Source: an optimization exercise on an open RTL-to-GDS flow (aim: small area, a short achievable clock period and few clock cycles). Production flows keep margins and buffers that such runs may drop. Only simulation tests tie the RTL to the original design; equivalence was not proved.

File: flow/constraint.sdc
create_clock -name core_clock -period 15.0 [get_ports {clk}]
set_input_delay 3.0000 -clock core_clock [delete_from_list [all_inputs] [get_ports {clk}]]
set_output_delay 3.0000 -clock core_clock [all_outputs]
set_load 0.01 [all_outputs]
File: flow/flow/margin.txt
10.5
File: flow/config.mk
export PLATFORM = sky130hd
export DESIGN_NAME = montpow32
export DESIGN_NICKNAME = montpow32
export VERILOG_FILES = /design/flow/design.v
export SDC_FILE = /design/flow/constraint.sdc
export NUM_CORES = 4
export LEC_CHECK = 0
export CAP_MARGIN = 20
export CORE_MARGIN = 2
export CORE_UTILIZATION = 60
export PLACE_DENSITY = 0.7
export SLEW_MARGIN = 20
File: flow/flow/run.sh
#!/bin/bash
# Standard ORFS layout, with repair_timing aiming for extra setup slack.
set -euo pipefail
MARGIN=$(cat flow/margin.txt)
bash standard.sh SETUP_SLACK_MARGIN=$MARGIN finish > make_finish.log 2>&1
File: flow/design.v
module montpow32 (
    input  wire        clk,
    input  wire        rst,       
    input  wire        start,     
    input  wire [1:0]  variant,
    input  wire [31:0] n,
    input  wire [31:0] ninv,
    input  wire [31:0] rmodn,
    input  wire [31:0] base,
    input  wire [31:0] exp,
    output wire        ready,
    output reg         done,
    output wire [31:0] result
);
    localparam integer K  = 4;
    localparam integer NC = 32 / K;
    localparam integer CW = (NC > 16) ? 5 : (NC > 8) ? 4 : (NC > 4) ? 3 : (NC > 2) ? 2 : 1;
    localparam [1:0] S_IDLE = 2'd0,
                     S_MUL  = 2'd1,    
                     S_SQ   = 2'd2,    
                     S_FIN  = 2'd3;    
    reg [1:0]    state;
    reg [CW-1:0] cnt;
    reg          pendm;     
    reg          pendc;     
    reg          fin_cp;    
    reg          ready_q;
    reg          fin_mul;   
    reg          first;     
    reg          qany;      
    reg [1:0]  var_q;
    reg [31:0] n_q;
    reg [31:0] res_q;
    reg [31:0] base_q;
    reg [31:0] k_q;
    reg [32:0] s_q;
    reg [32:0] c_q;
    reg           init;      
    reg  [K-1:0]  xd;        
    reg           q0;        
    wire [31:0]   xw   = (state == S_SQ) ? base_q : res_q;
    wire [CW-1:0] cnt1 = cnt + 1'b1;
    wire [K-1:0]  xd_cont = xw[cnt1*K +: K];    
    wire [32:0] ss [0:K];
    wire [32:0] cc [0:K];
    wire [K-1:0] qv;
    wire [K:0]   qc;    
    assign qc[0] = 1'b0;
    assign ss[0] = init ? 33'd0 : s_q;
    assign cc[0] = init ? 33'd0 : c_q;
    genvar gi;
    generate
        for (gi = 0; gi < K; gi = gi + 1) begin : g_step
            wire [33:0] s0 = {1'b0, ss[gi]};
            wire [33:0] c0 = {1'b0, cc[gi]};
            wire [33:0] a  = xd[gi] ? {2'b00, base_q} : 34'd0;
            wire [33:0] m1;
            wire [33:0] c1 = {m1[32:0], 1'b0};
            wire        q;
            wire [33:0] b  = q ? {2'b00, n_q} : 34'd0;
            wire [33:0] s1, s2, m2;
            genvar gj;
            for (gj = 0; gj < 34; gj = gj + 1) begin : g_fa
                assign {m1[gj], s1[gj]} = {1'b0, s0[gj]} + {1'b0, c0[gj]} + {1'b0, a[gj]};
                assign {m2[gj], s2[gj]} = {1'b0, s1[gj]} + {1'b0, c1[gj]} + {1'b0, b[gj]};
            end
            assign      q  = (gi == 0) ? q0 : qc[gi];
            if (gi + 1 < K) begin : g_qn
                assign qc[gi+1] = (s1[1] ^ m1[0] ^ (xd[gi+1] & base_q[0])) ^ (q & ~n_q[1]);
            end else begin : g_qk
                assign qc[gi+1] = s1[1] ^ m1[0] ^ (q & ~n_q[1]);
            end
            wire [33:0] c2 = {m2[32:0], 1'b0};
            assign qv[gi]    = q;
            assign ss[gi+1]  = s2[33:1];
            assign cc[gi+1]  = c2[33:1];
        end
    endgenerate
    wire [32:0] t  = s_q + c_q;
    wire [33:0] o  = var_q[1] ? (qany ? 34'd0 : {2'b00, n_q}) : ~{2'b00, n_q};
    wire [33:0] u  = {1'b0, t} + o + {33'd0, ~var_q[1]};
    wire        use_u   = var_q[1] | ~u[33];
    wire [31:0] fin_res = use_u ? u[31:0] : t[31:0];
    assign ready  = ready_q;
    assign result = res_q;
    always @(posedge clk) begin
        s_q  <= ss[K];
        c_q  <= cc[K];
        qany <= (init ? 1'b0 : qany) | (|qv);
        init <= 1'b0;
        xd   <= xd_cont;
        q0   <= qc[K] ^ (xd_cont[0] & base_q[0]);
        if (rst) begin
            state   <= S_IDLE;
            ready_q <= 1'b1;
            done    <= 1'b0;
            pendm   <= 1'b0;
            pendc   <= 1'b0;
            cnt     <= {CW{1'b0}};
        end else begin
            done <= 1'b0;
            case (state)
                S_IDLE: begin
                    var_q  <= variant;
                    n_q    <= n;
                    base_q <= base;
                    res_q  <= rmodn;
                    k_q    <= exp;
                    first  <= 1'b1;
                    pendm  <= 1'b0;
                    pendc  <= 1'b0;
                    cnt    <= {CW{1'b0}};
                    init   <= 1'b1;
                    xd     <= (exp[0] & variant[1]) ? rmodn[K-1:0] : base[K-1:0];
                    q0     <= ((exp[0] & variant[1]) ? rmodn[0] : base[0]) & base[0];
                    if (start) begin
                        if (exp == 32'd0) begin
                            done <= 1'b1;
                        end else begin
                            ready_q <= 1'b0;
                            if (exp[0] & variant[1]) begin
                                state <= S_MUL;
                            end else begin
                                if (exp[0]) begin
                                    first <= 1'b0;
                                    pendc <= 1'b1;
                                end
                                if (exp[31:1] != 31'd0) begin
                                    state <= S_SQ;
                                end else begin
                                    state   <= S_FIN;
                                    fin_mul <= 1'b1;
                                    fin_cp  <= 1'b1;
                                end
                            end
                        end
                    end
                end
                S_MUL: begin
                    cnt <= cnt + 1'b1;
                    if (cnt == NC - 1) begin
                        cnt   <= {CW{1'b0}};
                        first <= 1'b0;
                        if (k_q[31:1] != 31'd0) begin
                            state <= S_SQ;
                            pendm <= 1'b1;
                            init  <= 1'b1;
                            xd    <= base_q[K-1:0];
                            q0    <= base_q[0];
                        end else begin
                            state   <= S_FIN;
                            fin_mul <= 1'b1;
                            fin_cp  <= 1'b0;
                        end
                    end
                end
                S_SQ: begin
                    if (pendm | pendc)
                        res_q <= pendc ? base_q : fin_res;
                    pendm <= 1'b0;
                    pendc <= 1'b0;
                    cnt <= cnt + 1'b1;
                    if (cnt == NC - 1) begin
                        cnt     <= {CW{1'b0}};
                        state   <= S_FIN;
                        fin_mul <= 1'b0;
                    end
                end
                S_FIN: begin
                    if (fin_mul) begin
                        res_q   <= fin_cp ? base_q : fin_res;
                        done    <= 1'b1;
                        ready_q <= 1'b1;
                        state   <= S_IDLE;
                    end else begin
                        base_q <= fin_res;
                        k_q    <= {1'b0, k_q[31:1]};
                        if (k_q[1] & ~(first & ~var_q[1])) begin
                            state <= S_MUL;
                            init  <= 1'b1;
                            xd    <= res_q[K-1:0];
                            q0    <= res_q[0] & fin_res[0];
                        end else begin
                            if (k_q[1]) begin
                                res_q <= fin_res;
                                first <= 1'b0;
                            end
                            if (k_q[31:2] != 30'd0) begin
                                state <= S_SQ;
                                init  <= 1'b1;
                                xd    <= fin_res[K-1:0];
                                q0    <= fin_res[0];
                            end else begin
                                done    <= 1'b1;
                                ready_q <= 1'b1;
                                state   <= S_IDLE;
                            end
                        end
                    end
                end
            endcase
        end
    end
endmodule
File: flow/standard.sh
#!/bin/bash
# synth_recipe.tcl (not shown) runs the flow's synth.tcl, then flattens the netlist and writes it again
# the make line also repeats each setting of config.mk as NAME=value (left out here)
make -C /OpenROAD-flow-scripts/flow DESIGN_CONFIG=/design/flow/config.mk WORK_HOME=/design/flow/orfs CLKGATE_MAP_FILE= SYNTH_SCRIPT=/design/flow/synth_recipe.tcl "${@:-finish}"
==> results.toml, run 1 <==
[detailed_routing]
wirelength_um = 70700
detail_route.vias_per_cell = 6.48
drc_errors = 0
drtIter0Drc = 1873
wl_per_cell_um = 26.1
ant_nets = 0
via_count = 17500
first_pass_iters = 6

[worst_setup_path]
crit_type = "reg -> reg"
critPathSlowestCell = "fa_2"
cp_max_fo = 8
cp.arrival_ns = 5.76
cp-start-kind = "flip-flop"
slowest_delay_ns = 0.56
cp.required_ns = 15.50
path_cells = "buf_12 -> buf_4 -> nor2b_4 -> fa_1 -> fa_2 -> fa_2 -> xnor2_2 -> xnor2_2 -> xnor2_4 -> buf_4 -> buf_8 -> clkbuf_16 -> buf_4 -> nor2b_4 -> xnor2_4 -> buf_12 -> clkbuf_16 -> and2_4 -> fa_2"
end_kind = "flip-flop"

[logic_synthesis]
synth-edff-count = 131
synth_nets = 2467
yosys_most_used_dff = "edfxtp_1"
syn_avg_cell_area_um2 = 10.4
yosys_warnings = 1
synth_area_leader_cell = "fa_1"
synthArstFlopShare_pct = 0
synth_common_cells = "258 x fa_1, 250 x and2_1, 131 x edfxtp_1"
synth_cell_types = 80
yosysMostFrequentCell = "fa_1"
netlist_area_mm2 = 0.0204
synth-seq-area-share_pct = 27.3
synth.top_cell.area_share_pct = 25.3
synth.area.top_cells = "fa_1 25%, edfxtp_1 19%, dfxtp_1 8.0%"
synthCells = 1964
ys_ff_latch = 213

[timing]
hold_violations = 0
setup_viol = 0
period_share_pct = 35.1
slew_headroom_pct = 17.5
clock_skew_ns = 0.0139
max_freq_ghz = 0.190
rsz0062_at_grt = "yes"
tightest_slew_ns = 1.24
fin_crit_ns = 5.26
report.final.slew_viol_count = 0
fin_tns_setup_ns = 0

[cells_and_area]
regArea_mm2 = 0.00560
postLayoutCoreUtil_pct = 80.8
fillers = 1986
drive_above_1_share_pct = 30.6
syn2layout_area_growth_pct = 32.9
layout.nets = 2736
multi_input_area_mm2 = 0.0164

[global_route]
grt_pass1_wl_um = 102000
antenna_found_initial = 6
gr-total-overflow = 0
grt_pass1_vias = 17600
grt_usage_pct = 37.6
grt_max_degree = 99

[clocking]
path_clk_slew_ns = 0.06
h-tree-depth = 1
cts_sinks = 213
cts_tree = "yes"
root_buffer = "clkbuf_16"
cts.hold.buffers_added = 0
insertion_delay_ns = 0.57
clock_path_buffers = 3
numCtsBuffers = 28

[placement]
place.gp.congestion = 0.976
dp_hpwl_um = 45200
port_buffers = 165

[die]
die_h_um = 188
start_util_pct = 60.8
rows = 67
die_area_mm2 = 0.0355
die_x_um = 188
core_area_mm2 = 0.0335
ios = 199

[status]
outcome = "timing/DRC/antenna clean"

[hold_path]
hp-class = "reg -> reg"

[flow_run]
cap_violations = 0
-- area by class of cell --
class | count | area share (%)
multi-input cells | 1602 | 60.3
clock inverters | 19 | 0.762
diodes | 2 | 0.0185
inverters | 60 | 0.845
flip-flops and latches | 213 | 20.7
clock buffers | 32 | 2.72
repair buffers | 328 | 12.6
well taps | 448 | 2.07
-- stage by stage --
stage | setup WS, ns | instances | instance area, um^2 | hold WS, ns
final | 9.74 | 2704 | 27100 | 0.515
after floorplan | 9.76 | 1964 | 21000 | 0.454
after global placement | 8.85 | 2507 | 22900 | 0.470
after CTS | 9.94 | 2639 | 25300 | 0.511
after global routing | 9.68 | 2702 | 27100 | 0.541
after detailed placement | 8.68 | 2507 | 22900 | 0.495
-- flip-flops by register name (all words and copies together) (netlist names) --
register	flops
c_q	33
s_q	33
base_q	32
n_q	32
res_q	32
k_q	31
xd	4
cnt	3
state	2
done	1
fin_cp	1
fin_mul	1
first	1
init	1
pendc	1
pendm	1
q0	1
qany	1
ready_q	1
var_q	1
-- per-layer routing --
layer | vias to the layer above | track usage (%) | share of wire, % | wire length [um]
li1 | 7442 | - | - | -
met1 | 8678 | 49.0 | 37 | 26000
met2 | 1104 | 61.4 | 46 | 32700
met3 | 300 | 7.13 | 10 | 7340
met4 | 0 | 17.4 | 6.5 | 4600
met5 | - | 0 | 0 | 0
-- worst paths after layout --
| kind | from | end | slack [ns] | cells past startpoint |
|---|---|---|---|---|
| hold reg to reg | pendm | pendm | 0.51 | 2 |
| hold / removal | pendm | pendm | 0.51 | 2 |
| setup / recovery | init | s_q[28] | 9.74 | 19 |
| setup reg to reg | init | s_q[28] | 9.74 | 19 |
-- repair_timing --
item                       4_1_cts  5_1_grt
resized for setup              198      335
pin swaps                       44      147
setup endpoints to repair      253      138
cloned                           3        7
buffers inserted                78       56
-- critical path, delay by kind of cell, from the launching register on --
kind	cells	cell delay [ns]
buffers and inverters	8	1.28
flip-flops	1	0.37
AND/OR/NAND/NOR	3	0.65
adder cells (fa/ha/maj)	4	2.06
XOR/XNOR	4	0.81
-- cells by family after synthesis --
| kind of cell | after synthesis | synth area share (%) |
|---|---|---|
| and+or+nand+nor | 698 | 18.2 |
| xor gates and xnor gates | 62 | 2.73 |
| DFF | 213 | 27.3 |
| muxes | 79 | 5.35 |
| AOI/OAI and AO/OA | 424 | 13.3 |
| buffers and inverters | 150 | 2.86 |
| adders and majority gates | 338 | 30.2 |
-- placed cells by master (no fill, tap or decap), drive strengths merged, types with 19 or more instances in the layout --
cell / synthesis / layout
fa: 258 / 258
and2: 257 / 257
buf: 6 / 157
o21ai: 132 / 132
edfxtp: 131 / 131
nand2: 130 / 130
nor2: 118 / 118
clkdlybuf4s50: 0 / 114
a21oi: 102 / 102
dfxtp: 82 / 82
ha: 80 / 80
nor2b: 68 / 68
inv: 59 / 59
xnor2: 42 / 43
clkbuf: 84 / 38
mux2: 34 / 34
dlygate4sd2: 0 / 31
nand3: 25 / 25
nor3: 25 / 25
mux2i: 25 / 25
a21o: 24 / 24
mux4: 20 / 20
dlymetal6s2s: 0 / 20
a22oi: 19 / 19
xor2: 19 / 19
Testbench counts, summed over its fixed seeds: cycles 316,342.
==> run 2, diff against run 1 <==
==> flow/flow/margin.txt (replaced) <==
9
==> results.toml, run 2 <==
[detailed_routing]
wl_met2_um = 29100
wl_met1_um = 24000
first_pass_iters = 7
wirelength_um = 60600
wl_per_cell_um = 23.7
top_layer = "met4"
drc_errors = 0
detail_route.vias_per_cell = 6.34
ant_nets = 0
drtIter0Drc = 1544
via_count = 16200
wl_met3_um = 5450

[die]
die_area_mm2 = 0.0355
start_util_pct = 60.8
die_h_um = 188
core_area_mm2 = 0.0335
die_x_um = 188
rows = 67
ios = 199

[clocking]
cts.hold.buffers_added = 0
clock_path_buffers = 3
cts_tree = "yes"
root_buffer = "clkbuf_16"
numCtsBuffers = 26
insertion_delay_ns = 0.56
h-tree-depth = 1
cts_sinks = 213
path_clk_slew_ns = 0.06

[timing]
fin_tns_setup_ns = 0
hold_violations = 0
fin_crit_ns = 5.76
max_freq_ghz = 0.173
rsz0062_at_grt = "yes"
fin_ws_ns = 9.24
clock_skew_ns = 0.0321
slew_headroom_pct = 33.0
period_share_pct = 38.4
setup_viol = 0
report.final.slew_viol_count = 0
tightest_slew_ns = 1.00
holdWs_ns = 0.509

[flow_run]
cap_violations = 0

[worst_setup_path]
path_cells = "ha_1 -> inv_1 -> fa_1 -> nor2b_1 -> o31a_1 -> o21ai_1 -> o2111ai_2 -> a41oi_2 -> mux2i_1 -> nor2_1 -> ha_1 -> a21o_1 -> a21o_1 -> a211oi_4 -> nand2_2 -> o21a_1 -> buf_4 -> mux2i_2 -> a21oi_1 -> a221o_1"
cp.required_ns = 15.30
critPathSlowestCell = "o21ai_1"
cp.arrival_ns = 6.06
cp-start-kind = "flip-flop"
slowest_delay_ns = 0.46
end_kind = "flip-flop"
crit_type = "reg -> reg"
cp_max_fo = 22

[logic_synthesis]
synthArstFlopShare_pct = 0
synth-edff-count = 131
synth.top_cell.area_share_pct = 25.3
synth_cell_types = 80
synth-seq-area-share_pct = 27.3
yosys_warnings = 1
synth_common_cells = "258 x fa_1, 250 x and2_1, 131 x edfxtp_1"
synth_top_family_by_area = "adder cells"
synthCells = 1964
muxShareOfSynthArea_pct = 5.35
synth_compound_area_share_pct = 13.3
syn_avg_cell_area_um2 = 10.4
synth_nets = 2467
yosys.area_share.simple_pct = 18.2
synth_area_leader_cell = "fa_1"
yosysMostFrequentCell = "fa_1"
synth-adder-area-share_pct = 30.2
yosys_most_used_dff = "edfxtp_1"
netlist_area_mm2 = 0.0204
synth.area.top_cells = "fa_1 25%, edfxtp_1 19%, dfxtp_1 8.0%"
synthXorXnorAreaFrac_pct = 2.73
ys_ff_latch = 213

[cells_and_area]
layout_commonest_cell = "fa_1"
syn2layout_area_growth_pct = 15.3
layout.nets = 2596
top_regs = "c_q x33, s_q x33"
final_cell_area_mm2 = 0.0235
instances_no_fill = 2562
drive_above_1_share_pct = 8.05
final_cell_mix = "258 x fa_1, 250 x and2_1, 165 x clkdlybuf4s50_1"

[global_route]
gr-total-overflow = 0
grt_pass1_wl_um = 95300
antenna_found_initial = 2
grt_pass1_vias = 16800
grt_usage_pct = 35.0
grt_max_degree = 65

[placement]
placed_cells = 2511
port_buffers = 165
dp_hpwl_um = 46200
place.gp.congestion = 0.978
placed_area_mm2 = 0.0225
pre_cts_ws_ns = 8.18

[hold_path]
hp-class = "reg -> reg"

[status]
outcome = "timing/DRC/antenna clean"
[run 2: cell counts after synthesis]
Identical to the previous run, type by type.
[run 2: routing by layer]
layer / global-route usage, % / vias up
met4: 11.1 / 0
met2: 58.2 / 789
met5: 0 / -
met1: 47.3 / 8148
li1: - / 7154
met3: 5.89 / 150
[run 2: kinds of logic after synthesis]
logic type	count (synthesis)
XOR/XNOR	62
multiplexers	79
buffers and inverters	150
adder cells (fa/ha/maj)	338
AO/OA/AOI/OAI	424
AND/OR/NAND/NOR	698
flip-flops	213
[run 2: final cells by class]
| cell class | instances | area, um^2 |
|---|---|---|
| multi-input combinational | 1601 | 14400 |
| timing repair buffer | 191 | 1860 |
| antenna | 1 | 2.50 |
| tap | 448 | 561 |
| fill | 2568 | 10000 |
| clock buffer | 35 | 736 |
| clock inverter | 13 | 131 |
| sequential | 213 | 5580 |
| inverter | 60 | 225 |
[run 2: path summary, 6_finish.rpt]
kind / startpoint / to / slack (ns) / cells after the start
worst min-delay path: cnt[1] / cnt[1] / 0.51 / 2
worst max register to register: s_q[0] / res_q[21] / 9.24 / 20
worst min register to register: cnt[1] / cnt[1] / 0.51 / 2
worst max-delay path: s_q[0] / res_q[21] / 9.24 / 20
[run 2: metrics by stage]
stage                     util [%]
after floorplan                  -
after global placement        67.1
after detailed placement      67.2
after CTS                     69.9
after global routing          70.1
final                         70.1
[run 2: what timing repair did]
item                                    4_1_cts  5_1_grt
gates resized for setup                       9       16
setup buffers                                 2        0
hold endpoints to repair                      0        0
pin swaps                                     2        0
endpoints found under the setup margin       57       70
[run 2: critical path: cells and delay by family (launching register included)]
kind / cells / cell delay (ns)
compound gates: 10 / 3.00
fa+ha+maj: 3 / 0.81
buf+inv: 2 / 0.35
flops: 1 / 0.31
mux: 2 / 0.64
simple gates: 3 / 0.38
==> run 3, diff against run 2 <==
==> flow/flow/margin.txt (replaced) <==
10
==> results.toml, run 3 <==
[detailed_routing]
drtIter0Drc = 1689
first_pass_iters = 6
via_count = 17100
wl_per_cell_um = 25.0
drc_errors = 0
ant_nets = 0
detail_route.vias_per_cell = 6.44
wirelength_um = 66600

[worst_setup_path]
crit_top_cell = "xnor2_2"
timing.rr.start = "init"
path_cells = "buf_12 -> nor2b_1 -> fa_1 -> fa_2 -> fa_2 -> xnor2_2 -> xnor2_2 -> xnor2_2 -> buf_12 -> and2_1 -> fa_1 -> fa_2 -> xnor2_2 -> xnor2_1 -> xnor2_1 -> nand2_1 -> o2bb2ai_1"
end_kind = "flip-flop"
cp.arrival_ns = 5.55
critical-path-top-delay-family = "adder cells"
worst-path-buf-inv = 2
cp_max_fo = 33
cp-start-kind = "flip-flop"
critPathSlowestCell = "fa_2"
crit_start = "init"
cp.required_ns = 15.45
slowest_delay_ns = 0.56
crit_type = "reg -> reg"

[logic_synthesis]
yosys_most_used_dff = "edfxtp_1"
synth-adder-area-share_pct = 30.2
synth.top_cell.area_share_pct = 25.3
synth_common_cells = "258 x fa_1, 250 x and2_1, 131 x edfxtp_1"
synth.area.top_cells = "fa_1 25%, edfxtp_1 19%, dfxtp_1 8.0%"
synthCells = 1964
synth_top_family_by_area = "adder cells"
yosys.area_share.simple_pct = 18.2
synthArstFlopShare_pct = 0
yosys_warnings = 1
netlist_area_mm2 = 0.0204
yosysMostFrequentCell = "fa_1"
synth-edff-count = 131
synth-seq-area-share_pct = 27.3
synth_nets = 2467
synth_cell_types = 80
synthXorXnorAreaFrac_pct = 2.73
ys_ff_latch = 213
muxShareOfSynthArea_pct = 5.35
synth_area_leader_cell = "fa_1"
synth_compound_area_share_pct = 13.3
syn_avg_cell_area_um2 = 10.4

[cells_and_area]
layout_commonest_cell = "and2_1"
multi_input_area_mm2 = 0.0152
top_regs = "c_q x33, s_q x33"
final_cell_mix = "250 x and2_1, 237 x fa_1, 165 x clkdlybuf4s50_1"
syn2layout_area_growth_pct = 24.8
fillers = 2234
layout.nets = 2692
regArea_mm2 = 0.00559
drive_above_1_share_pct = 18.4
instances_no_fill = 2660

[die]
die_area_mm2 = 0.0355
core_area_mm2 = 0.0335
rows = 67
die_x_um = 188
start_util_pct = 60.8
die_h_um = 188
ios = 199

[global_route]
grt_pass1_vias = 17200
gr-total-overflow = 0
grt_usage_pct = 36.5
grt_max_degree = 80
grt_pass1_wl_um = 98300
antenna_found_initial = 2

[placement]
placed_cells = 2512
place.gp.congestion = 0.986
dp_hpwl_um = 45400
port_buffers = 165

[timing]
max_freq_ghz = 0.196
holdWs_ns = 0.514
fin_tns_setup_ns = 0
hold_violations = 0
fin_crit_ns = 5.10
setup_viol = 0
period_share_pct = 34.0
tightest_slew_ns = 1.07
rsz0062_at_grt = "yes"
clock_skew_ns = 0.0164
report.final.slew_viol_count = 0
slew_headroom_pct = 28.5

[clocking]
root_buffer = "clkbuf_16"
cts_sinks = 213
path_clk_slew_ns = 0.06
cts.hold.buffers_added = 0
h-tree-depth = 1
cts_tree = "yes"
insertion_delay_ns = 0.57
numCtsBuffers = 27
clock_path_buffers = 3

[status]
outcome = "timing/DRC/antenna clean"

[flow_run]
cap_violations = 0

[hold_path]
min-delay-start = "cnt[1]"
hp-class = "reg -> reg"
## run 3: cell counts after synthesis
Identical to the previous run, type by type.
## run 3: layout make-up
| class | count | share of cell area (%) |
|---|---|---|
| clock inverters | 15 | 0.718 |
| clock buffers | 35 | 3.05 |
| flip-flops and latches | 213 | 22.0 |
| repair buffers | 286 | 11.4 |
| diodes | 2 | 0.0197 |
| multi-input cells | 1601 | 59.8 |
| inverters | 60 | 0.900 |
| well taps | 448 | 2.20 |
## run 3: path summary, 6_finish.rpt
check	end	slack [ns]	cells after the start
worst max-delay path	q0	9.90	17
worst min-delay path	cnt[1]	0.51	2
worst max register to register	q0	9.90	17
worst min register to register	cnt[1]	0.51	2
## run 3: repair_timing
item / 4_1_cts / 5_1_grt
pin swaps: 70 / 100
endpoints found under the setup margin: 185 / 127
gates resized for setup: 116 / 132
setup buffers: 45 / 42
cloned: 4 / 5
## run 3: metrics by stage
step / utilization (%) / setup WS [ns] / area [um^2]
after CTS: 72.8 / 9.89 / 24400
after detailed placement: 67.2 / 8.21 / 22500
after global placement: 67.2 / 8.24 / 22500
after floorplan: - / 9.76 / 20500
after global routing: 75.9 / 9.76 / 25400
final: 75.9 / 9.90 / 25500
## run 3: worst min-delay path, delay by kind of cell (launching register included)
family	cells	cell delay (ns)
flops	1	0.34
simple gates	1	0.07
compound gates	1	0.07
## run 3: cells by family (layout without fill, tap and decap cells)
family                   after synthesis  in the layout
flip-flops                           213            213
other                                  0              2
adder cells (fa/ha/maj)              338            338
buffers and inverters                150            396
AO/OA/AOI/OAI                        424            424
multiplexers                          79             79
AND/OR/NAND/NOR                      698            698
XOR/XNOR                              62             62
## run 3: metal layers
metal  vias to the layer above  global-route usage, %  wire length [um]  part of all wire, %
met1                      8505                   48.7             24700                   37
met5                         -                      0                 0                    0
met2                      1026                   59.2             30600                   46
met4                         0                   16.1              4040                  6.1
met3                       245                   6.30              7240                   11
li1                       7352                      -                 -                    -
==> run 4, diff against run 3 <==
--- a/flow/config.mk
+++ b/flow/config.mk
@@ -10,3 +10,3 @@
 export CORE_UTILIZATION = 60
-export PLACE_DENSITY = 0.7
+export PLACE_DENSITY = 0.6
 export SLEW_MARGIN = 20
==> results.toml, run 4 <==
[clocking]
h-tree-depth = 1
cts_tree = "yes"
root_buffer = "clkbuf_16"
cts_sinks = 213
path_clk_slew_ns = 0.06
numCtsBuffers = 28
clock_path_buffers = 3
insertion_delay_ns = 0.56

[detailed_routing]
wirelength_um = 70500
drtIter0Drc = 1766
wl_per_cell_um = 26.4
detail_route.vias_per_cell = 6.47
first_pass_iters = 5
ant_nets = 0
via_count = 17300
drc_errors = 0

[timing]
fin_tns_setup_ns = 0
tightest_slew_ns = 0.938
setup_viol = 0
rsz0062_at_grt = "yes"
period_share_pct = 35.5
fin_crit_ns = 5.32
slew_headroom_pct = 37.5
max_freq_ghz = 0.188
holdWs_ns = 0.503
clock_skew_ns = 0.0183
hold_violations = 0
report.final.slew_viol_count = 0

[worst_setup_path]
reg2reg_depth = 18
cp.arrival_ns = 5.82
timing.rr.start = "init"
critPathSlowestCell = "fa_2"
end_kind = "flip-flop"
r2r_slack_ns = 9.68
cp.required_ns = 15.50
rr_endpoint = "s_q[17]"
cp-start-kind = "flip-flop"
crit_type = "reg -> reg"
path_cells = "buf_12 -> buf_4 -> nor2b_4 -> fa_1 -> fa_1 -> fa_2 -> xnor2_4 -> xnor2_2 -> buf_6 -> xnor2_4 -> buf_4 -> buf_6 -> buf_12 -> buf_16 -> and2_4 -> fa_2 -> fa_1 -> fa_2"
slowest_delay_ns = 0.68
cp_max_fo = 8

[logic_synthesis]
synth_nets = 2467
yosys_most_used_dff = "edfxtp_1"
synth_area_leader_cell = "fa_1"
synthArstFlopShare_pct = 0
synth-seq-area-share_pct = 27.3
synth-edff-count = 131
synth_cell_types = 80
synth.top_cell.area_share_pct = 25.3
syn_avg_cell_area_um2 = 10.4
synth_common_cells = "258 x fa_1, 250 x and2_1, 131 x edfxtp_1"
netlist_area_mm2 = 0.0204
synthCells = 1964
synth.area.top_cells = "fa_1 25%, edfxtp_1 19%, dfxtp_1 8.0%"
yosys_warnings = 1
yosysMostFrequentCell = "fa_1"
ys_ff_latch = 213

[cells_and_area]
multi_input_area_mm2 = 0.0157
regArea_mm2 = 0.00559
layout_commonest_cell = "fa_1"
syn2layout_area_growth_pct = 28.5
layout.nets = 2706
top_regs = "c_q x33, s_q x33"
final_cell_mix = "199 x fa_1, 187 x and2_1, 165 x clkdlybuf4s50_1"
final_cell_area_mm2 = 0.0262
fillers = 2117
drive_above_1_share_pct = 24.0
instances_no_fill = 2676

[hold_path]
min-delay-start = "pendm"
hp-class = "reg -> reg"
min_path_cells = 2
min_to = "pendm"

[die]
die_x_um = 188
die_h_um = 188
start_util_pct = 60.8
die_area_mm2 = 0.0355
rows = 67
core_area_mm2 = 0.0335
ios = 199

[status]
outcome = "timing/DRC/antenna clean"

[global_route]
antenna_found_initial = 3
grt_pass1_vias = 16900
gr-total-overflow = 0
grt_max_degree = 83
grt_pass1_wl_um = 99600
grt_usage_pct = 37.2

[flow_run]
cap_violations = 0

[placement]
placed_area_mm2 = 0.0225
port_buffers = 165
dp_hpwl_um = 45100
placed_cells = 2509
place.gp.congestion = 0.958
-- run 4: repair_timing --
action,CTS,global route
resized for setup,175,206
setup endpoints to repair,184,128
hold buffers,0,0
gates cloned,7,6
buffers inserted,47,52
pin swaps,163,128
-- run 4: critical path, delay by kind of cell, from the launching register on --
family / cells / cell delay, ns
fa+ha+maj: 6 / 3.30
buf+inv: 7 / 0.99
xor+xnor: 3 / 0.40
flops: 1 / 0.36
simple gates: 2 / 0.22
-- run 4: metrics by stage --
| step | util, % | setup WS, ns |
|---|---|---|
| after global routing | 78.2 | 9.60 |
| after detailed placement | 67.1 | 8.35 |
| after CTS | 74.2 | 9.87 |
| after global placement | 67.1 | 8.41 |
| after floorplan | - | 9.76 |
| final | 78.2 | 9.68 |
-- run 4: worst max path at each step --
stage / startpoint / to / cells past startpoint
floorplan: rst / base_q[0] / 2
detailed placement: s_q[0] / res_q[24] / 21
CTS: init / q0 / 21
global route: init / s_q[17] / 20
global placement: s_q[0] / res_q[24] / 21
finish: init / s_q[17] / 18
-- run 4: kinds of logic (layout without fill, tap and decap cells) --
| family | count (synthesis) | in the layout | share of synthesized area (%) |
|---|---|---|---|
| AND/OR/NAND/NOR | 698 | 698 | 18.2 |
| AO/OA/AOI/OAI | 424 | 424 | 13.3 |
| XOR/XNOR | 62 | 63 | 2.73 |
| adder cells (fa/ha/maj) | 338 | 338 | 30.2 |
| flip-flops | 213 | 213 | 27.3 |
| buffers and inverters | 150 | 410 | 2.86 |
| multiplexers | 79 | 79 | 5.35 |
| other | 0 | 3 | 0 |
-- run 4: per-layer routing --
metal	part of all wire [%]	track usage (%)
met4	5.0	13.8
met2	48	61.3
met3	10	6.71
met1	37	49.6
met5	0	0
-- run 4: final cells by class --
type / instances / area share, %
diodes: 3 / 0.0286
clock buffers: 32 / 2.89
clock inverters: 20 / 1.03
inverters: 60 / 0.873
multi-input cells: 1602 / 59.7
flip-flops and latches: 213 / 21.3
well taps: 448 / 2.14
repair buffers: 298 / 12.0
==> run 5, diff against run 4 <==
--- a/flow/config.mk
+++ b/flow/config.mk
@@ -9,3 +9,3 @@
 export CORE_MARGIN = 2
-export CORE_UTILIZATION = 60
+export CORE_UTILIZATION = 50
 export PLACE_DENSITY = 0.6
==> results.toml, run 5 <==
[status]
outcome = "timing/DRC/antenna clean"

[logic_synthesis]
synth.area.top_cells = "fa_1 25%, edfxtp_1 19%, dfxtp_1 8.0%"
synth_area_leader_cell = "fa_1"
yosys_warnings = 1
netlist_area_mm2 = 0.0204
synthCells = 1964
synth-seq-area-share_pct = 27.3
yosys_most_used_dff = "edfxtp_1"
yosysMostFrequentCell = "fa_1"
synth_nets = 2467
synth.top_cell.area_share_pct = 25.3
syn_avg_cell_area_um2 = 10.4
synth_common_cells = "258 x fa_1, 250 x and2_1, 131 x edfxtp_1"
synth_cell_types = 80
synthArstFlopShare_pct = 0
ys_ff_latch = 213
synth-edff-count = 131

[worst_setup_path]
cp.arrival_ns = 5.69
end_kind = "flip-flop"
cp-start-kind = "flip-flop"
cp.required_ns = 15.50
critPathSlowestCell = "fa_2"
slowest_delay_ns = 0.54
crit_type = "reg -> reg"
path_cells = "clkinvlp_4 -> buf_4 -> nand2_1 -> fa_1 -> fa_2 -> inv_2 -> fa_2 -> buf_4 -> fa_1 -> inv_2 -> fa_2 -> buf_6 -> xnor2_4 -> xnor2_4 -> buf_12 -> xnor2_4 -> buf_12 -> clkbuf_16 -> and2_4 -> fa_2"
cp_max_fo = 8
crit_top_cell = "fa_2"

[global_route]
grt_pass1_wl_um = 103000
grt_usage_pct = 32.6
grt_pass1_vias = 17100
grt_max_degree = 81
gr-total-overflow = 0
antenna_found_initial = 3

[die]
die_h_um = 206
start_util_pct = 51.0
rows = 73
core_area_mm2 = 0.0400
die_x_um = 206
ios = 199
die_area_mm2 = 0.0424

[detailed_routing]
drc_errors = 0
via_count = 16800
wirelength_um = 70100
first_pass_iters = 6
ant_nets = 0
wl_per_cell_um = 25.6
drtIter0Drc = 1542
detail_route.vias_per_cell = 6.12

[timing]
hold_violations = 0
setup_viol = 0
max_freq_ghz = 0.193
tightest_slew_ns = 0.945
clock_skew_ns = 0.0220
fin_crit_ns = 5.19
fin_tns_setup_ns = 0
slew_headroom_pct = 37.0
report.final.slew_viol_count = 0
fin_ws_ns = 9.81
period_share_pct = 34.6
rsz0062_at_grt = "yes"

[cells_and_area]
antennaDiodeCount = 0
fillers = 3220
top_regs = "c_q x33, s_q x33"
layout_commonest_cell = "and2_1"
instances_no_fill = 2740
layout.nets = 2697
final_cell_mix = "218 x and2_1, 207 x fa_1, 165 x clkdlybuf4s50_1"
syn2layout_area_growth_pct = 27.2
drive_above_1_share_pct = 21.4

[clocking]
numCtsBuffers = 27
insertion_delay_ns = 0.57
path_clk_slew_ns = 0.06
root_buffer = "clkbuf_16"
cts_sinks = 213
cts.hold.buffers_added = 0
clock_path_buffers = 3
h-tree-depth = 1
cts_tree = "yes"

[placement]
placed_cells = 2588
dp_hpwl_um = 48200
port_buffers = 165
place.gp.congestion = 0.925
pre_cts_ws_ns = 8.17

[flow_run]
cap_violations = 0

[hold_path]
hp-class = "reg -> reg"
[run 5: kinds of logic (layout without fill, tap and decap cells)]
kind of cell             count (synthesis)  in the layout  synth area share, %
multiplexers                            79             79                 5.35
AO/OA/AOI/OAI                          424            424                 13.3
AND/OR/NAND/NOR                        698            698                 18.2
buffers and inverters                  150            400                 2.86
flip-flops                             213            213                 27.3
XOR/XNOR                                62             63                 2.73
adder cells (fa/ha/maj)                338            338                 30.2
[run 5: stage by stage]
stage	util, %	hold WS [ns]	cell area, um^2
floorplan	-	0.454	20500
global route	64.9	0.546	25900
detailed placement	56.6	0.503	22600
CTS	61.9	0.516	24800
finish	64.9	0.515	25900
global placement	56.6	0.477	22600
[run 5: worst paths after layout]
path                start       to  slack, ns  cells past startpoint
setup / recovery     init   s_q[3]       9.81                     20
hold reg to reg   ready_q  ready_q       0.51                      2
hold / removal    ready_q  ready_q       0.51                      2
setup reg to reg     init   s_q[3]       9.81                     20
[run 5: what timing repair did]
action | 4_1_cts | 5_1_grt
pin swaps | 176 | 151
resized for setup | 151 | 183
cloned | 8 | 5
endpoints found under the setup margin | 135 | 129
setup buffers | 46 | 43
[run 5: cell type report]
class | count | area, um^2 | area share, %
repair buffers | 290 | 3150 | 12.1
clock inverters | 16 | 133 | 0.511
well taps | 525 | 657 | 2.53
clock buffers | 34 | 722 | 2.78
multi-input cells | 1602 | 15500 | 59.6
inverters | 60 | 229 | 0.882
flip-flops and latches | 213 | 5600 | 21.6
[run 5: layer usage]
metal	share of wire (%)	vias up	GRT usage, %
li1	-	7357	-
met4	4.1	0	10.6
met2	47	713	53.3
met5	0	-	0
met1	41	8549	44.9
met3	7.7	140	4.59
[run 5: critical path, delay by kind of cell, from the launching register on]
family                   cells  cell delay [ns]
adder cells (fa/ha/maj)      6             2.77
AND/OR/NAND/NOR              2             0.25
flip-flops                   1             0.37
XOR/XNOR                     3             0.45
buffers and inverters        9             1.27
==> run 6, diff against run 5 <==
--- a/flow/config.mk
+++ b/flow/config.mk
@@ -9,4 +9,4 @@
 export CORE_MARGIN = 2
-export CORE_UTILIZATION = 50
-export PLACE_DENSITY = 0.6
+export CORE_UTILIZATION = 55
+export PLACE_DENSITY = 0.7
 export SLEW_MARGIN = 20
==> results.toml, run 6 <==
[detailed_routing]
ant_nets = 0
wirelength_um = 65700
first_pass_iters = 5
drtIter0Drc = 1538
drc_errors = 0
detail_route.vias_per_cell = 6.22
via_count = 16700
wl_per_cell_um = 24.5

[worst_setup_path]
slowest_delay_ns = 0.62
end_kind = "flip-flop"
cp.required_ns = 15.49
r2r_slack_ns = 9.88
crit_type = "reg -> reg"
cp.arrival_ns = 5.61
path_cells = "buf_12 -> clkinvlp_4 -> nand2_2 -> fa_2 -> xor2_2 -> xnor3_2 -> buf_12 -> buf_12 -> buf_12 -> and2_4 -> fa_2 -> fa_1 -> fa_2 -> fa_1 -> fa_2"
cp_max_fo = 6
critPathSlowestCell = "fa_2"
cp-start-kind = "flip-flop"

[logic_synthesis]
synth_nets = 2467
synth_cell_types = 80
synth.top_cell.area_share_pct = 25.3
yosysMostFrequentCell = "fa_1"
synth.area.top_cells = "fa_1 25%, edfxtp_1 19%, dfxtp_1 8.0%"
synth_common_cells = "258 x fa_1, 250 x and2_1, 131 x edfxtp_1"
synth-edff-count = 131
synthArstFlopShare_pct = 0
yosys_warnings = 1
ys_ff_latch = 213
synth-seq-area-share_pct = 27.3
synthCells = 1964
netlist_area_mm2 = 0.0204
syn_avg_cell_area_um2 = 10.4
synth_area_leader_cell = "fa_1"
yosys_most_used_dff = "edfxtp_1"

[timing]
fin_tns_setup_ns = 0
clock_skew_ns = 0.0132
hold_violations = 0
period_share_pct = 34.1
setup_viol = 0
slew_headroom_pct = 33.6
rsz0062_at_grt = "yes"
fin_crit_ns = 5.12
report.final.slew_viol_count = 0
tightest_slew_ns = 0.995
max_freq_ghz = 0.195

[clocking]
h-tree-depth = 1
clock_path_buffers = 3
cts_sinks = 213
insertion_delay_ns = 0.56
numCtsBuffers = 28
path_clk_slew_ns = 0.06
cts.hold.buffers_added = 0
cts_tree = "yes"
root_buffer = "clkbuf_16"

[die]
rows = 70
ios = 199
die_h_um = 197
die_x_um = 197
start_util_pct = 55.7
die_area_mm2 = 0.0386
core_area_mm2 = 0.0366

[flow_run]
cap_violations = 0

[global_route]
gr-total-overflow = 0
antenna_found_initial = 2
grt_pass1_wl_um = 97200
grt_max_degree = 68
grt_usage_pct = 33.3
grt_pass1_vias = 16900

[status]
outcome = "timing/DRC/antenna clean"

[cells_and_area]
final_cell_mix = "240 x and2_1, 203 x fa_1, 165 x clkdlybuf4s50_1"
top_regs = "c_q x33, s_q x33"
instances_no_fill = 2679
layout.nets = 2691
syn2layout_area_growth_pct = 25.4
drive_above_1_share_pct = 20.4
layout_commonest_cell = "and2_1"

[placement]
dp_hpwl_um = 45400
port_buffers = 165
placed_cells = 2532
place.gp.congestion = 0.963

[hold_path]
hp-class = "reg -> reg"
==> run 6: layer usage <==
layer	vias to the layer above	global-route usage, %	part of all wire, %
li1	7333	-	-
met1	8366	43.4	38
met2	811	54.7	47
met3	147	6.71	9.6
met4	0	13.9	5.0
met5	-	0	0
==> run 6: path summary, 6_finish.rpt <==
check	start	to	cells after the start
worst min register to register	pendm	pendm	2
worst min-delay path	pendm	pendm	2
worst max register to register	init	s_q[22]	15
worst max-delay path	init	s_q[22]	15
==> run 6: cell families after synthesis <==
group | Yosys count | share of synthesized area [%]
buffers and inverters | 150 | 2.86
AOI/OAI and AO/OA | 424 | 13.3
xor gates and xnor gates | 62 | 2.73
muxes | 79 | 5.35
adders and majority gates | 338 | 30.2
and+or+nand+nor | 698 | 18.2
DFF | 213 | 27.3
==> run 6: cell type report <==
type,instances,area (um^2)
flip-flops and latches,213,5600
inverters,60,229
diodes,1,2.50
multi-input cells,1601,15400
clock buffers,40,787
fillers,2717,11000
repair buffers,284,2880
well taps,468,586
clock inverters,12,110
==> run 6: per-stage QoR <==
step / hold WS [ns] / cell area, um^2 / worst slack (ns) / util (%)
floorplan: 0.454 / 20500 / 9.76 / -
global placement: 0.474 / 22500 / 8.37 / 61.6
detailed placement: 0.480 / 22500 / 8.23 / 61.6
CTS: 0.494 / 24400 / 9.90 / 66.5
global route: 0.542 / 25600 / 9.80 / 69.9
finish: 0.503 / 25600 / 9.88 / 69.9
==> run 6: timing repair <==
item                                    4_1_cts  5_1_grt
endpoints found under the setup margin      135      131
cloned                                        3        4
buffers inserted                             34       53
gates resized for setup                     138      164
pin swaps                                   116      116
==> run 6: critical path: cells and delay by family, from the launching register on <==
| kind | cells | cell delay [ns] |
|---|---|---|
| xor gates and xnor gates | 2 | 0.48 |
| and+or+nand+nor | 2 | 0.23 |
| DFF | 1 | 0.37 |
| adders and majority gates | 6 | 3.18 |
| buffers and inverters | 5 | 0.76 |
==> run 7, diff against run 6 <==
--- a/flow/config.mk
+++ b/flow/config.mk
@@ -9,3 +9,3 @@
 export CORE_MARGIN = 2
-export CORE_UTILIZATION = 55
+export CORE_UTILIZATION = 65
 export PLACE_DENSITY = 0.7
==> results.toml, run 7 <==
[clocking]
clock_path_buffers = 3
cts.hold.buffers_added = 0
cts_tree = "yes"
numCtsBuffers = 27
h-tree-depth = 1
path_clk_slew_ns = 0.06
insertion_delay_ns = 0.56
root_buffer = "clkbuf_16"
cts_sinks = 213

[logic_synthesis]
synthCells = 1964
synth.area.top_cells = "fa_1 25%, edfxtp_1 19%, dfxtp_1 8.0%"
yosys_warnings = 1
synth_nets = 2467
synth_common_cells = "258 x fa_1, 250 x and2_1, 131 x edfxtp_1"
synth-seq-area-share_pct = 27.3
netlist_area_mm2 = 0.0204
synth_cell_types = 80
synthArstFlopShare_pct = 0
synth.top_cell.area_share_pct = 25.3
synth_area_leader_cell = "fa_1"
syn_avg_cell_area_um2 = 10.4
yosys_most_used_dff = "edfxtp_1"
yosysMostFrequentCell = "fa_1"
ys_ff_latch = 213
synth-edff-count = 131

[global_route]
grt_usage_pct = 41.0
grt_pass1_vias = 17900
grt_max_degree = 93
antenna_found_initial = 4
gr-total-overflow = 0
grt_pass1_wl_um = 102000

[placement]
port_buffers = 165
dp_hpwl_um = 45200
place.gp.congestion = 0.950
placed_area_mm2 = 0.0224

[die]
die_x_um = 181
rows = 64
die_h_um = 181
start_util_pct = 66.3
die_area_mm2 = 0.0328
ios = 199
core_area_mm2 = 0.0307

[detailed_routing]
via_count = 18000
drc_errors = 0
first_pass_iters = 6
detail_route.vias_per_cell = 6.89
drtIter0Drc = 2643
wirelength_um = 73700
wl_per_cell_um = 28.3
ant_nets = 0

[cells_and_area]
fillers = 1585
multi_input_area_mm2 = 0.0157
final_cell_area_mm2 = 0.0261
regArea_mm2 = 0.00559
final_cell_mix = "225 x and2_1, 165 x clkdlybuf4s50_1, 149 x fa_1"
top_regs = "c_q x33, s_q x33"
drive_above_1_share_pct = 24.4
layout_commonest_cell = "and2_1"
layout.nets = 2694
syn2layout_area_growth_pct = 27.7

[timing]
slew_headroom_pct = 28.1
setup_viol = 0
tightest_slew_ns = 1.08
hold_violations = 0
max_freq_ghz = 0.193
report.final.slew_viol_count = 0
clock_skew_ns = 0.0190
period_share_pct = 34.5
fin_tns_setup_ns = 0
rsz0062_at_grt = "yes"
fin_crit_ns = 5.18

[worst_setup_path]
rr_endpoint = "q0"
cp.arrival_ns = 5.61
cp.required_ns = 15.44
crit_type = "reg -> reg"
end_kind = "flip-flop"
r2r_slack_ns = 9.82
timing.rr.start = "init"
reg2reg_depth = 17
cp-start-kind = "flip-flop"
cp_max_fo = 34

[hold_path]
hp-class = "reg -> reg"
min_to = "cnt[2]"
min-delay-start = "cnt[2]"
min_path_cells = 2

[status]
outcome = "timing/DRC/antenna clean"

[flow_run]
cap_violations = 0
## run 7: cell count changes in the layout (fill, tap and decap cells not counted), moves of 6 or more
cell     delta
dfxtp_2     -6
dfxtp_1     +6
nor2b_4    +17
buf_6       +9
and2_4     +15
ha_1        -6
nor2b_1    -12
fa_2       +54
buf_4      -14
fa_1       -54
and2_1     -15
## run 7: how the worst max path moves through the flow
stage / startpoint / to / slack (ns) / cells after the start
6_report: init / q0 / 9.82 / 17
5_1_grt: c_q[0] / res_q[1] / 9.75 / 21
4_1_cts: base_q[0] / q0 / 9.77 / 15
3_5_place_dp: s_q[0] / q0 / 8.57 / 20
3_3_place_gp: s_q[0] / q0 / 8.65 / 21
2_1_floorplan: rst / base_q[0] / 9.76 / 2
## run 7: area by class of cell
| class | count | share of cell area, % |
|---|---|---|
| clock buffer | 36 | 2.92 |
| tap | 396 | 1.90 |
| sequential | 213 | 21.5 |
| inverter | 60 | 0.879 |
| multi-input combinational | 1601 | 60.3 |
| clock inverter | 12 | 0.648 |
| antenna | 1 | 0.00961 |
| timing repair buffer | 288 | 11.9 |
## run 7: logic make-up after synthesis
kind of cell	after synthesis	share of synthesized area, %
simple gates	698	18.2
compound gates	424	13.3
fa+ha+maj	338	30.2
flops	213	27.3
buf+inv	150	2.86
mux	79	5.35
xor+xnor	62	2.73
## run 7: what timing repair did
action / 4_1_cts / 5_1_grt
gates resized for setup: 189 / 227
cloned: 6 / 9
hold endpoints to repair: 0 / 0
endpoints found under the setup margin: 182 / 132
pin swaps: 157 / 189
buffers inserted: 46 / 39
## run 7: worst max-delay path: stages (launching register included)
cell,delay (ns)
dfxtp_4,0.37
buf_4,0.14
clkinvlp_4,0.16
nand2_2,0.09
fa_2,0.59
xor2_2,0.15
xnor3_1,0.28
buf_12,0.20
and2_1,0.20
fa_1,0.57
fa_1,0.46
fa_2,0.58
fa_2,0.47
xnor2_2,0.27
xnor2_2,0.17
xnor2_2,0.16
nand2_1,0.07
o2bb2ai_1,0.12
## run 7: through the flow
step	worst slack, ns	util [%]	std cells	hold WS, ns
after floorplan	9.76	-	1964	0.454
after global placement	8.65	73.0	2458	0.472
after detailed placement	8.57	73.0	2458	0.486
after CTS	9.77	80.3	2558	0.501
after global routing	9.75	84.7	2606	0.529
final	9.82	84.7	2607	0.500
## run 7: layer usage
metal / global-route usage, % / part of all wire, % / vias to the layer above / wire length [um]
met5: 0 / 0.023 / - / 17
met4: 22.3 / 7.9 / 2 / 5810
met3: 6.01 / 12 / 389 / 8540
met2: 66.0 / 46 / 1404 / 34000
met1: 53.9 / 34 / 8823 / 25400
li1: - / - / 7351 / -
==> run 8, diff against run 7 <==
--- a/flow/config.mk
+++ b/flow/config.mk
@@ -9,4 +9,4 @@
 export CORE_MARGIN = 2
-export CORE_UTILIZATION = 65
-export PLACE_DENSITY = 0.7
+export CORE_UTILIZATION = 60
+export PLACE_DENSITY = 0.75
 export SLEW_MARGIN = 20
==> results.toml, run 8 <==
[status]
outcome = "timing/DRC/antenna clean"

[logic_synthesis]
synth.top_cell.area_share_pct = 25.3
synth_area_leader_cell = "fa_1"
synthCells = 1964
yosys_warnings = 1
yosys_most_used_dff = "edfxtp_1"
syn_avg_cell_area_um2 = 10.4
synth_nets = 2467
synth-seq-area-share_pct = 27.3
synth_common_cells = "258 x fa_1, 250 x and2_1, 131 x edfxtp_1"
netlist_area_mm2 = 0.0204
synth-edff-count = 131
synth.area.top_cells = "fa_1 25%, edfxtp_1 19%, dfxtp_1 8.0%"
yosysMostFrequentCell = "fa_1"
synthArstFlopShare_pct = 0
ys_ff_latch = 213
synth_cell_types = 80

[placement]
dp_hpwl_um = 45600
port_buffers = 165
pre_cts_ws_ns = 8.19
placed_area_mm2 = 0.0225
place.gp.congestion = 0.956

[cells_and_area]
layout.nets = 2707
final_cell_mix = "234 x and2_1, 198 x fa_1, 165 x clkdlybuf4s50_1"
drive_above_1_share_pct = 22.0
top_regs = "c_q x33, s_q x33"
final_cell_area_mm2 = 0.0259
layout_commonest_cell = "and2_1"
syn2layout_area_growth_pct = 27.1
fillers = 2182

[clocking]
numCtsBuffers = 27
cts_tree = "yes"
clock_path_buffers = 3
h-tree-depth = 1
root_buffer = "clkbuf_16"
insertion_delay_ns = 0.56
cts_sinks = 213
path_clk_slew_ns = 0.06

[worst_setup_path]
r2r_slack_ns = 9.85
end_kind = "flip-flop"
reg2reg_depth = 20
crit_top_cell = "fa_2"
cp_max_fo = 4
critPathSlowestCell = "fa_1"
timing.rr.start = "init"
crit_type = "reg -> reg"
crit_start = "init"
rr_endpoint = "q0"
cp.arrival_ns = 5.59
cp.required_ns = 15.44
path_cells = "buf_12 -> clkinvlp_4 -> nand2_2 -> fa_2 -> fa_2 -> inv_2 -> fa_2 -> xnor2_2 -> xnor2_2 -> buf_6 -> xnor2_4 -> buf_12 -> and2_1 -> fa_1 -> fa_2 -> xnor2_2 -> xnor2_1 -> xnor2_1 -> buf_4 -> o2bb2ai_1"
crit_end = "q0"
slowest_delay_ns = 0.58
cp-start-kind = "flip-flop"

[timing]
period_share_pct = 34.3
max_freq_ghz = 0.194
clock_skew_ns = 0.0106
hold_violations = 0
fin_crit_ns = 5.15
report.final.slew_viol_count = 0
fin_ws_ns = 9.85
rsz0062_at_grt = "yes"
fin_tns_setup_ns = 0
tightest_slew_ns = 1.08
setup_viol = 0
slew_headroom_pct = 27.8

[detailed_routing]
wl_per_cell_um = 24.8
first_pass_iters = 7
detail_route.vias_per_cell = 6.37
drtIter0Drc = 1820
drc_errors = 0
via_count = 17000
ant_nets = 0
wirelength_um = 66400

[hold_path]
min-delay-start = "ready_q"
hp-class = "reg -> reg"
min_path_cells = 2

[die]
die_x_um = 188
rows = 67
die_area_mm2 = 0.0355
core_area_mm2 = 0.0335
start_util_pct = 60.8
die_h_um = 188
ios = 199

[global_route]
antenna_found_initial = 2
gr-total-overflow = 0
grt_usage_pct = 36.6
grt_max_degree = 85
grt_pass1_vias = 17300
grt_pass1_wl_um = 99200

[flow_run]
cap_violations = 0
run 8: cell counts after synthesis:
Identical to the previous run, type by type.
run 8: how the worst min path moves through the flow:
stage,to,slack [ns]
finish,ready_q,0.52
global route,cnt[2],0.56
CTS,cnt[1],0.53
detailed placement,cnt[1],0.49
global placement,pendm,0.47
floorplan,pendm,0.45
run 8: layout make-up:
cell class	instances	area, um^2	share of cell area (%)
repair buffers	301	3110	12.0
multi-input cells	1601	15400	59.3
diodes	2	5.00	0.0193
inverters	60	229	0.883
clock inverters	21	353	1.36
clock buffers	29	693	2.67
well taps	448	561	2.16
flip-flops and latches	213	5600	21.6
run 8: cell families after synthesis:
kind of cell	after synthesis	share of synthesized area, %
flip-flops	213	27.3
AO/OA/AOI/OAI	424	13.3
multiplexers	79	5.35
buffers and inverters	150	2.86
XOR/XNOR	62	2.73
adder cells (fa/ha/maj)	338	30.2
AND/OR/NAND/NOR	698	18.2
run 8: routing by layer:
layer | GRT usage (%) | routed length [um]
met1 | 49.0 | 25000
met2 | 61.5 | 31500
met3 | 4.56 | 6310
met4 | 14.2 | 3610
met5 | 0 | 0
run 8: critical path: cells and delay by family (launching register included):
| kind | cells | cell delay [ns] |
|---|---|---|
| AND/OR/NAND/NOR | 2 | 0.34 |
| AO/OA/AOI/OAI | 1 | 0.06 |
| XOR/XNOR | 6 | 0.98 |
| buffers and inverters | 6 | 0.85 |
| flip-flops | 1 | 0.37 |
| adder cells (fa/ha/maj) | 5 | 2.40 |
run 8: repair_timing:
action,4_1_cts,5_1_grt
resized for setup,162,157
pin swaps,135,163
gates cloned,6,6
setup buffers,35,62
setup endpoints to repair,180,125
hold buffers,0,0
run 8: through the flow:
stage / util, % / std cells / hold WS [ns]
3_3_place_gp: 67.2 / 2513 / 0.474
6_report: 77.3 / 2675 / 0.525
3_5_place_dp: 67.2 / 2514 / 0.487
4_1_cts: 73.6 / 2605 / 0.527
5_1_grt: 77.3 / 2673 / 0.556
2_1_floorplan: - / 1964 / 0.454
==> run 9, diff against run 8 <==
--- a/flow/config.mk
+++ b/flow/config.mk
@@ -7,6 +7,6 @@
 export LEC_CHECK = 0
-export CAP_MARGIN = 20
+export CAP_MARGIN = 0
 export CORE_MARGIN = 2
 export CORE_UTILIZATION = 60
-export PLACE_DENSITY = 0.75
-export SLEW_MARGIN = 20
+export PLACE_DENSITY = 0.7
+export SLEW_MARGIN = 0
==> results.toml, run 9 <==
[clocking]
root_buffer = "clkbuf_16"
insertion_delay_ns = 0.57
clock_path_buffers = 3
numCtsBuffers = 27
h-tree-depth = 1
cts_sinks = 213
cts.hold.buffers_added = 0
path_clk_slew_ns = 0.06
cts_tree = "yes"

[detailed_routing]
drc_errors = 0
detail_route.vias_per_cell = 6.44
drtIter0Drc = 1689
via_count = 17100
wirelength_um = 66600
ant_nets = 0
first_pass_iters = 6
wl_per_cell_um = 25.0

[logic_synthesis]
synth-seq-area-share_pct = 27.3
synth-adder-area-share_pct = 30.2
synth_area_leader_cell = "fa_1"
muxShareOfSynthArea_pct = 5.35
synthXorXnorAreaFrac_pct = 2.73
synth_top_family_by_area = "adder cells"
yosys_warnings = 1
synth_nets = 2467
yosysMostFrequentCell = "fa_1"
synthArstFlopShare_pct = 0
synth_common_cells = "258 x fa_1, 250 x and2_1, 131 x edfxtp_1"
netlist_area_mm2 = 0.0204
ys_ff_latch = 213
synth_compound_area_share_pct = 13.3
yosys_most_used_dff = "edfxtp_1"
synth_cell_types = 80
synth.area.top_cells = "fa_1 25%, edfxtp_1 19%, dfxtp_1 8.0%"
yosys.area_share.simple_pct = 18.2
syn_avg_cell_area_um2 = 10.4
synth-edff-count = 131
synth.top_cell.area_share_pct = 25.3
synthCells = 1964

[cells_and_area]
layout_commonest_cell = "and2_1"
final_cell_mix = "250 x and2_1, 237 x fa_1, 165 x clkdlybuf4s50_1"
instances_no_fill = 2660
final_cell_area_mm2 = 0.0255
syn2layout_area_growth_pct = 24.8
fillers = 2234
top_regs = "c_q x33, s_q x33"
drive_above_1_share_pct = 18.4
layout.nets = 2692

[timing]
period_share_pct = 34.0
fin_tns_setup_ns = 0
hold_violations = 0
rsz0062_at_grt = "yes"
fin_crit_ns = 5.10
report.final.slew_viol_count = 0
tightest_slew_ns = 1.07
max_freq_ghz = 0.196
clock_skew_ns = 0.0164
setup_viol = 0
slew_headroom_pct = 28.5

[worst_setup_path]
cp.arrival_ns = 5.55
crit_type = "reg -> reg"
r2r_slack_ns = 9.90
cp_max_fo = 33
cp.required_ns = 15.45
end_kind = "flip-flop"
cp-start-kind = "flip-flop"

[global_route]
gr-total-overflow = 0
grt_pass1_vias = 17200
antenna_found_initial = 2
grt_usage_pct = 36.5
grt_pass1_wl_um = 98300
grt_max_degree = 80

[placement]
dp_hpwl_um = 45400
place.gp.congestion = 0.986
placed_area_mm2 = 0.0225
port_buffers = 165
placed_cells = 2512

[hold_path]
hp-class = "reg -> reg"

[die]
die_area_mm2 = 0.0355
core_area_mm2 = 0.0335
start_util_pct = 60.8
die_h_um = 188
die_x_um = 188
ios = 199
rows = 67

[flow_run]
cap_violations = 0

[status]
outcome = "timing/DRC/antenna clean"
==> run 9: routing by layer <==
layer	routed length, um	GRT usage (%)
met3	7240	6.30
met1	24700	48.7
met4	4040	16.1
met5	0	0
met2	30600	59.2
==> run 9: kinds of logic (layout without fill, tap and decap cells) <==
family	count (synthesis)	in the layout
AOI/OAI and AO/OA	424	424
xor gates and xnor gates	62	62
adders and majority gates	338	338
buffers and inverters	150	396
DFF	213	213
muxes	79	79
other	0	2
and+or+nand+nor	698	698
==> run 9: stage by stage <==
step           worst slack [ns]  hold slack (ns)  utilization, %
3_3_place_gp               8.24            0.476            67.2
5_1_grt                    9.76            0.564            75.9
4_1_cts                    9.89            0.513            72.8
2_1_floorplan              9.76            0.454               -
3_5_place_dp               8.21            0.498            67.2
6_report                   9.90            0.514            75.9
==> run 9: final timing paths <==
kind / endpoint / cells after the start / startpoint
max: q0 / 17 / init
min: cnt[1] / 2 / cnt[1]
max reg2reg: q0 / 17 / init
min reg2reg: cnt[1] / 2 / cnt[1]
==> run 9: area by class of cell <==
type	count	area (um^2)	area share [%]
diodes	2	5.00	0.0197
clock buffers	35	776	3.05
clock inverters	15	183	0.718
inverters	60	229	0.900
multi-input cells	1601	15200	59.8
flip-flops and latches	213	5590	22.0
well taps	448	561	2.20
repair buffers	286	2900	11.4
==> run 9: worst max-delay path, stage by stage, from the launching register on <==
cell and delay (ns):
dfxtp_4 0.39, buf_12 0.17, nor2b_1 0.18, fa_1 0.48, fa_2 0.56, fa_2 0.48, xnor2_2 0.17, xnor2_2 0.26
xnor2_2 0.12, buf_12 0.17, and2_1 0.20, fa_1 0.56, fa_2 0.48, xnor2_2 0.16, xnor2_1 0.14, xnor2_1 0.23
nand2_1 0.09, o2bb2ai_1 0.12
==> run 9: what timing repair did <==
action                                  CTS  global route
buffers inserted                         45            42
endpoints found under the setup margin  185           127
cloned                                    4             5
hold endpoints to repair                  0             0
pin swaps                                70           100
gates resized for setup                 116           132

==> afterwards: timing with drivers on the ports <==
The flow's constraints put no driver on any port. The routed layouts listed below were extracted and timed again, unchanged, in two steps.
Step 1 assumes that a clkbuf_16 drives the clock port and a buf_2 every other input.
Step 2, shift: input delay + t, output delay - t, t = (earliest + latest rising clock arrival at the registers) / 2. This alone moves slack from input paths to output paths.
Slacks: no drivers / after step 1 / after step 2; pairs: no drivers / after step 1.
| run | shift t [ns] | setup WS [ns] | hold WS [ns] | worst setup path after step 2 |
|---|---|---|---|---|
| run 1 | 0.617 | 9.742 / 9.742 / 9.742 | 0.515 / 0.515 / 0.515 | register to register |
| run 2 | 0.602 | 9.236 / 9.236 / 9.188 | 0.509 / 0.509 / 0.509 | input to register |
| run 3 | 0.617 | 9.899 / 9.899 / 9.584 | 0.514 / 0.514 / 0.514 | input to register |
| run 4 | 0.608 | 9.677 / 9.677 / 9.545 | 0.503 / 0.503 / 0.503 | input to register |
| run 5 | 0.621 | 9.813 / 9.813 / 9.533 | 0.515 / 0.515 / 0.515 | input to register |
| run 6 | 0.607 | 9.882 / 9.882 / 9.538 | 0.503 / 0.503 / 0.503 | input to register |
| run 7 | 0.607 | 9.824 / 9.824 / 9.475 | 0.500 / 0.500 / 0.500 | input to register |
| run 8 | 0.605 | 9.851 / 9.851 / 9.531 | 0.525 / 0.525 / 0.525 | input to register |
| run 9 | 0.617 | 9.899 / 9.899 / 9.584 | 0.514 / 0.514 / 0.514 | input to register |
After both steps every run listed still meets setup and hold. For run 7, which loses most, drivers alone change the setup slack by 0.000 ns; drivers and shift together by -0.349 ns.
